This is an optimization exercise on Yosys and OpenROAD, whose aim is small area, a short achievable clock period and few clock cycles per item, not a production implementation.
Where RTL was checked, it was by simulation tests only, not by an equivalence proof against the original.

Setup of lane 3:
==> flow/design.v <==
module chunked_transition_lut_fsm (
    input  wire         clk,
    input  wire         rst,
    input  wire         start,
    input  wire [15:0]  cmd,
    input  wire [63:0]  xin,
    input  wire [63:0]  yin,
    input  wire [127:0] hin,
    output wire         busy,
    output wire         done,
    output wire         fault,
    output wire [1:0]   cause,
    output wire [127:0] hout,
    output wire [63:0]  xout,
    output wire [63:0]  yout
);
    localparam integer K  = 32;            
    localparam integer LK = 5;             
    localparam integer NB = 64 / K;        
    localparam integer LB = 6 - LK;        
    wire       c_var   = cmd[12];
    wire       c_dir   = cmd[11];
    wire       c_auto  = cmd[10];
    wire [1:0] c_wsel  = cmd[9:8];
    wire [7:0] c_order = cmd[7:0];
    wire [7:0] w_bits    = 8'd8 << c_wsel;
    wire       illegal   = (cmd[15:13] != 3'd0) || (c_var && c_auto);
    wire       order_bad = !c_auto && (c_order > w_bits);
    wire       c_fault   = illegal | order_bad;
    wire [5:0] om1    = c_order[5:0] - 6'd1;
    wire [5:0] c_top  = c_auto ? (w_bits[6:0] - 7'd1) : om1;
    wire       c_none = !c_auto && (c_order[6:0] == 7'd0);
    wire       c_upz  = c_dir ? (hin[127:64] == 64'd0)
                              : ((xin[63:32] | yin[63:32]) == 32'd0);
    wire [LB-1:0] c_b0 = c_top[5:LK] & ~(c_auto & c_upz);
    reg [127:0]   r;
    reg           act_r, done_r;
    reg [1:0]     cause_r;
    reg           mtop;           
    reg [3:0]     tq1;            
    reg [7:0]     tq0;            
    reg           var_r, dir_r;
    reg           su, sv;
    wire [2*K-1:0] bout;
    wire [127:0] res = {r[127:2*K], bout};
    assign busy  = act_r;
    assign done  = done_r;
    assign cause = cause_r;
    assign fault = cause_r[0] | cause_r[1];
    assign hout  = res;
    genvar g;
    generate
        for (g = 0; g < 64; g = g + 1) begin : g_o
            assign xout[g] = res[2*g+1];
            assign yout[g] = res[2*g];
        end
    endgenerate
    wire [2*K-1:0] bin = act_r ? r[4*K-1:2*K] : r[2*K-1:0];
    function [5:0] comp;    
        input [5:0] lo, hi;
        reg a00, a01, a10, a11, c00, c01, c10, c11;
        begin
            {a00, a01, a10, a11} = lo[5:2];
            {c00, c01, c10, c11} = hi[5:2];
            comp[5] = (a00 & c00) ^ (a01 & c10);
            comp[4] = (a00 & c01) ^ (a01 & c11);
            comp[3] = (a10 & c00) ^ (a11 & c10);
            comp[2] = (a10 & c01) ^ (a11 & c11);
            comp[1] = (a00 & hi[1]) ^ (a01 & hi[0]) ^ lo[1];
            comp[0] = (a10 & hi[1]) ^ (a11 & hi[0]) ^ lo[0];
        end
    endfunction
    reg  [K-1:0] la, lb;
    reg  [5:0]   lmap [0:K];      
    integer j;
    reg a, b, c, top, low;
    always @(*) begin
        lmap[0] = {4'b0000, su, sv};
        for (j = K - 1; j >= 0; j = j - 1) begin
            top = mtop && tq1[j/8] && tq0[j%8];
            low = var_r && !top;
            a = bin[2*j+1] ^ low;
            b = bin[2*j] ^ (low & dir_r);
            c = a ^ b;
            la[j] = a;
            lb[j] = b;
            if (top)
                lmap[K-j] = {4'b0000, a ^ dir_r, ~(a ^ dir_r)};
            else if (!dir_r)
                lmap[K-j] = {1'b1, c, ~c, 1'b1, c & a, ~c & ~a};
            else
                lmap[K-j] = {4'b1001, a & b, ~a & ~b};
        end
    end
    wire [5:0] e_m [0:K-1];
    genvar e2;
    generate
        for (e2 = 0; e2 < K; e2 = e2 + 1) begin : g_e
            assign e_m[e2] = lmap[e2];
        end
    endgenerate
    wire [5:0] bk1 = comp(e_m[1], e_m[0]);
    wire [5:0] bk2 = comp(e_m[3], e_m[2]);
    wire [5:0] bk3 = comp(e_m[5], e_m[4]);
    wire [5:0] bk4 = comp(e_m[7], e_m[6]);
    wire [5:0] bk5 = comp(e_m[9], e_m[8]);
    wire [5:0] bk6 = comp(e_m[11], e_m[10]);
    wire [5:0] bk7 = comp(e_m[13], e_m[12]);
    wire [5:0] bk8 = comp(e_m[15], e_m[14]);
    wire [5:0] bk9 = comp(e_m[17], e_m[16]);
    wire [5:0] bk10 = comp(e_m[19], e_m[18]);
    wire [5:0] bk11 = comp(e_m[21], e_m[20]);
    wire [5:0] bk12 = comp(e_m[23], e_m[22]);
    wire [5:0] bk13 = comp(e_m[25], e_m[24]);
    wire [5:0] bk14 = comp(e_m[27], e_m[26]);
    wire [5:0] bk15 = comp(e_m[29], e_m[28]);
    wire [5:0] bk16 = comp(e_m[31], e_m[30]);
    wire [5:0] bk17 = comp(bk2, bk1);
    wire [5:0] bk18 = comp(bk4, bk3);
    wire [5:0] bk19 = comp(bk6, bk5);
    wire [5:0] bk20 = comp(bk8, bk7);
    wire [5:0] bk21 = comp(bk10, bk9);
    wire [5:0] bk22 = comp(bk12, bk11);
    wire [5:0] bk23 = comp(bk14, bk13);
    wire [5:0] bk24 = comp(bk16, bk15);
    wire [5:0] bk25 = comp(bk18, bk17);
    wire [5:0] bk26 = comp(bk20, bk19);
    wire [5:0] bk27 = comp(bk22, bk21);
    wire [5:0] bk28 = comp(bk24, bk23);
    wire [5:0] bk29 = comp(bk26, bk25);
    wire [5:0] bk30 = comp(bk28, bk27);
    wire [5:0] bk31 = comp(bk30, bk29);
    wire [5:0] bk32 = comp(bk27, bk29);
    wire [5:0] bk33 = comp(bk19, bk25);
    wire [5:0] bk34 = comp(bk21, bk29);
    wire [5:0] bk35 = comp(bk23, bk32);
    wire [5:0] bk36 = comp(bk3, bk17);
    wire [5:0] bk37 = comp(bk5, bk25);
    wire [5:0] bk38 = comp(bk7, bk33);
    wire [5:0] bk39 = comp(bk9, bk29);
    wire [5:0] bk40 = comp(bk11, bk34);
    wire [5:0] bk41 = comp(bk13, bk32);
    wire [5:0] bk42 = comp(bk15, bk35);
    wire [5:0] bk43 = comp(e_m[2], bk1);
    wire [5:0] bk44 = comp(e_m[4], bk17);
    wire [5:0] bk45 = comp(e_m[6], bk36);
    wire [5:0] bk46 = comp(e_m[8], bk25);
    wire [5:0] bk47 = comp(e_m[10], bk37);
    wire [5:0] bk48 = comp(e_m[12], bk33);
    wire [5:0] bk49 = comp(e_m[14], bk38);
    wire [5:0] bk50 = comp(e_m[16], bk29);
    wire [5:0] bk51 = comp(e_m[18], bk39);
    wire [5:0] bk52 = comp(e_m[20], bk34);
    wire [5:0] bk53 = comp(e_m[22], bk40);
    wire [5:0] bk54 = comp(e_m[24], bk32);
    wire [5:0] bk55 = comp(e_m[26], bk41);
    wire [5:0] bk56 = comp(e_m[28], bk35);
    wire [5:0] bk57 = comp(e_m[30], bk42);
    wire [5:0] pre [0:LK][0:K-1];
    assign pre[LK][0] = e_m[0];
    assign pre[LK][1] = bk1;
    assign pre[LK][2] = bk43;
    assign pre[LK][3] = bk17;
    assign pre[LK][4] = bk44;
    assign pre[LK][5] = bk36;
    assign pre[LK][6] = bk45;
    assign pre[LK][7] = bk25;
    assign pre[LK][8] = bk46;
    assign pre[LK][9] = bk37;
    assign pre[LK][10] = bk47;
    assign pre[LK][11] = bk33;
    assign pre[LK][12] = bk48;
    assign pre[LK][13] = bk38;
    assign pre[LK][14] = bk49;
    assign pre[LK][15] = bk29;
    assign pre[LK][16] = bk50;
    assign pre[LK][17] = bk39;
    assign pre[LK][18] = bk51;
    assign pre[LK][19] = bk34;
    assign pre[LK][20] = bk52;
    assign pre[LK][21] = bk40;
    assign pre[LK][22] = bk53;
    assign pre[LK][23] = bk32;
    assign pre[LK][24] = bk54;
    assign pre[LK][25] = bk41;
    assign pre[LK][26] = bk55;
    assign pre[LK][27] = bk35;
    assign pre[LK][28] = bk56;
    assign pre[LK][29] = bk42;
    assign pre[LK][30] = bk57;
    assign pre[LK][31] = bk31;
    reg  [2*K-1:0] bo;
    assign bout = bo;
    reg            nu, nv;
    reg u, v, sw, oa, oc;
    integer k;
    always @(*) begin
        for (k = K - 1; k >= 0; k = k - 1) begin
            u  = pre[LK][K-1-k][1];
            v  = pre[LK][K-1-k][0];
            oa = la[k];
            oc = la[k] ^ lb[k];
            sw = u ^ v;
            if (!dir_r)
                bo[2*k +: 2] = {oa ^ (oc ? v : u), oc};
            else
                bo[2*k +: 2] = {(sw ? oc : oa) ^ u, (sw ? oa : oc) ^ u};
        end
    end
    wire [5:0] lastm = lmap[K];
    wire [1:0] s_in0 = pre[LK][K-1][1:0];
    always @(*) begin
        nu = (lastm[5] & s_in0[1]) ^ (lastm[4] & s_in0[0]) ^ lastm[1];
        nv = (lastm[3] & s_in0[1]) ^ (lastm[2] & s_in0[0]) ^ lastm[0];
    end
    wire [7:0] th_lt, th_eq, tl_le;
    generate
        for (g = 0; g < 8; g = g + 1) begin : g_th
            assign th_lt[g] = !c_none && (g < c_top[5:3]);
            assign th_eq[g] = !c_none && (g == c_top[5:3]);
            assign tl_le[g] = (g <= c_top[2:0]);
        end
    endgenerate
    wire [63:0] keep;
    generate
        for (g = 0; g < 64; g = g + 1) begin : g_keep
            assign keep[g] = th_lt[g/8] | (th_eq[g/8] & tl_le[g%8]);
        end
    endgenerate
    wire launch = start && !act_r;
    wire [NB-1:0] padb = {c_b0[0] & !c_none, !c_none};
    integer i;
    always @(posedge clk) begin
        if (rst) begin
            act_r   <= 1'b0;
            done_r  <= 1'b0;
            cause_r <= 2'd0;
        end else if (launch) begin
            cause_r <= illegal ? 2'd1 : order_bad ? 2'd2 : 2'd0;
            act_r   <= !c_fault && !c_none && c_b0[0];
            done_r  <= c_fault || c_none || !c_b0[0];
        end else if (act_r) begin
            act_r   <= 1'b0;
            done_r  <= 1'b1;
        end
        if (launch) begin
            for (i = 0; i < 64; i = i + 1) begin
                r[2*i+1] <= keep[i] ? (c_dir ? hin[2*i+1] : xin[i]) : padb[i/K] & c_var;
                r[2*i]   <= keep[i] ? (c_dir ? hin[2*i]   : yin[i]) : padb[i/K] & c_var & c_dir;
            end
            mtop  <= c_var && !c_none;
            for (i = 0; i < 4; i = i + 1)
                tq1[i] <= (c_top[4:3] == i);
            for (i = 0; i < 8; i = i + 1)
                tq0[i] <= (c_top[2:0] == i);
            var_r <= c_var && !c_none;
            dir_r <= c_dir;
            su    <= 1'b0;
            sv    <= c_order[0];
        end else if (act_r) begin
            r[4*K-1:2*K] <= bout;
            mtop  <= 1'b0;
            su    <= nu;
            sv    <= nv;
        end
    end
endmodule
Settings: LEC_CHECK=0, ABC_AREA=1, CAP_MARGIN=20, CORE_MARGIN=2, CORE_UTILIZATION=45, SETUP_SLACK_MARGIN=2, SLEW_MARGIN=20; clock period 10.0 ns.
standard.sh (not shown) runs the stock make flow with config.mk's settings and CLKGATE_MAP_FILE= SYNTH_SCRIPT=/design/flow/synth_recipe.tcl, a recipe that flattens the netlist after the stock synthesis.
==> flow/flow/run.sh <==
#!/bin/bash
# Standard layout, with the port buffers made from the smallest buffer cell.
set -euo pipefail
export BUFFER_PORTS_ARGS="-buffer_cell sky130_fd_sc_hd__buf_1"
bash standard.sh > standard_flow.log 2>&1
Testbench counts of lane 3, summed over its fixed seeds: cycles 9,256, items 8,000.
Modified inputs, lane 1 compared to lane 3
--- a/flow/design.v
+++ b/flow/design.v
@@ -31,7 +31,5 @@
     wire [5:0] c_top  = c_auto ? (w_bits[6:0] - 7'd1) : om1;
     wire       c_none = !c_auto && (c_order[6:0] == 7'd0);
-    wire       c_upz  = c_dir ? (hin[127:64] == 64'd0)
-                              : ((xin[63:32] | yin[63:32]) == 32'd0);
-    wire [LB-1:0] c_b0 = c_top[5:LK] & ~(c_auto & c_upz);
+    wire [LB-1:0] c_b0 = c_top[5:LK];
     reg [127:0]   r;
     reg           act_r, done_r;
Results
Buffers plus inverters on the worst setup path (higher): lane 1
Lane 1 vs. lane 3: post-route worst setup slack higher, routed wire length decreased about 6%, transition at the pin with the smallest max-transition slack rose 0.044 ns.
From lane 3 to lane 1 the numbers moved as follows: effective utilization at floorplan has remained practically unchanged, maximum clock frequency has increased.
Function not checked in lane 1: the RTL went through the layout flow alone.

==> what the ideal ports hide <==
In the flow no input, the clock included, has a driving cell. The finished layouts below were timed again as built, in two steps.
Step 1 assumes that a clkbuf_16 drives the clock port and a buf_2 every other input.
Step 2 times the ports against the registers' clock, not the clock port: input delays grow and output delays shrink by t, the midpoint of the rising clock arrivals with the driver on.
Slacks: ideal ports / drivers / drivers and shift; pairs: ideal ports / drivers.
run	t (ns)	slack for setup (ns)	hold WS [ns]	cell pins on the clock port's net
lane 3	0.508	2.232 / 2.174 / 2.682	0.517 / 0.517 / 0.517	1
lane 1	0.508	2.257 / 2.200 / 2.709	0.517 / 0.517 / 0.517	1
After both steps every run listed still meets setup and hold.
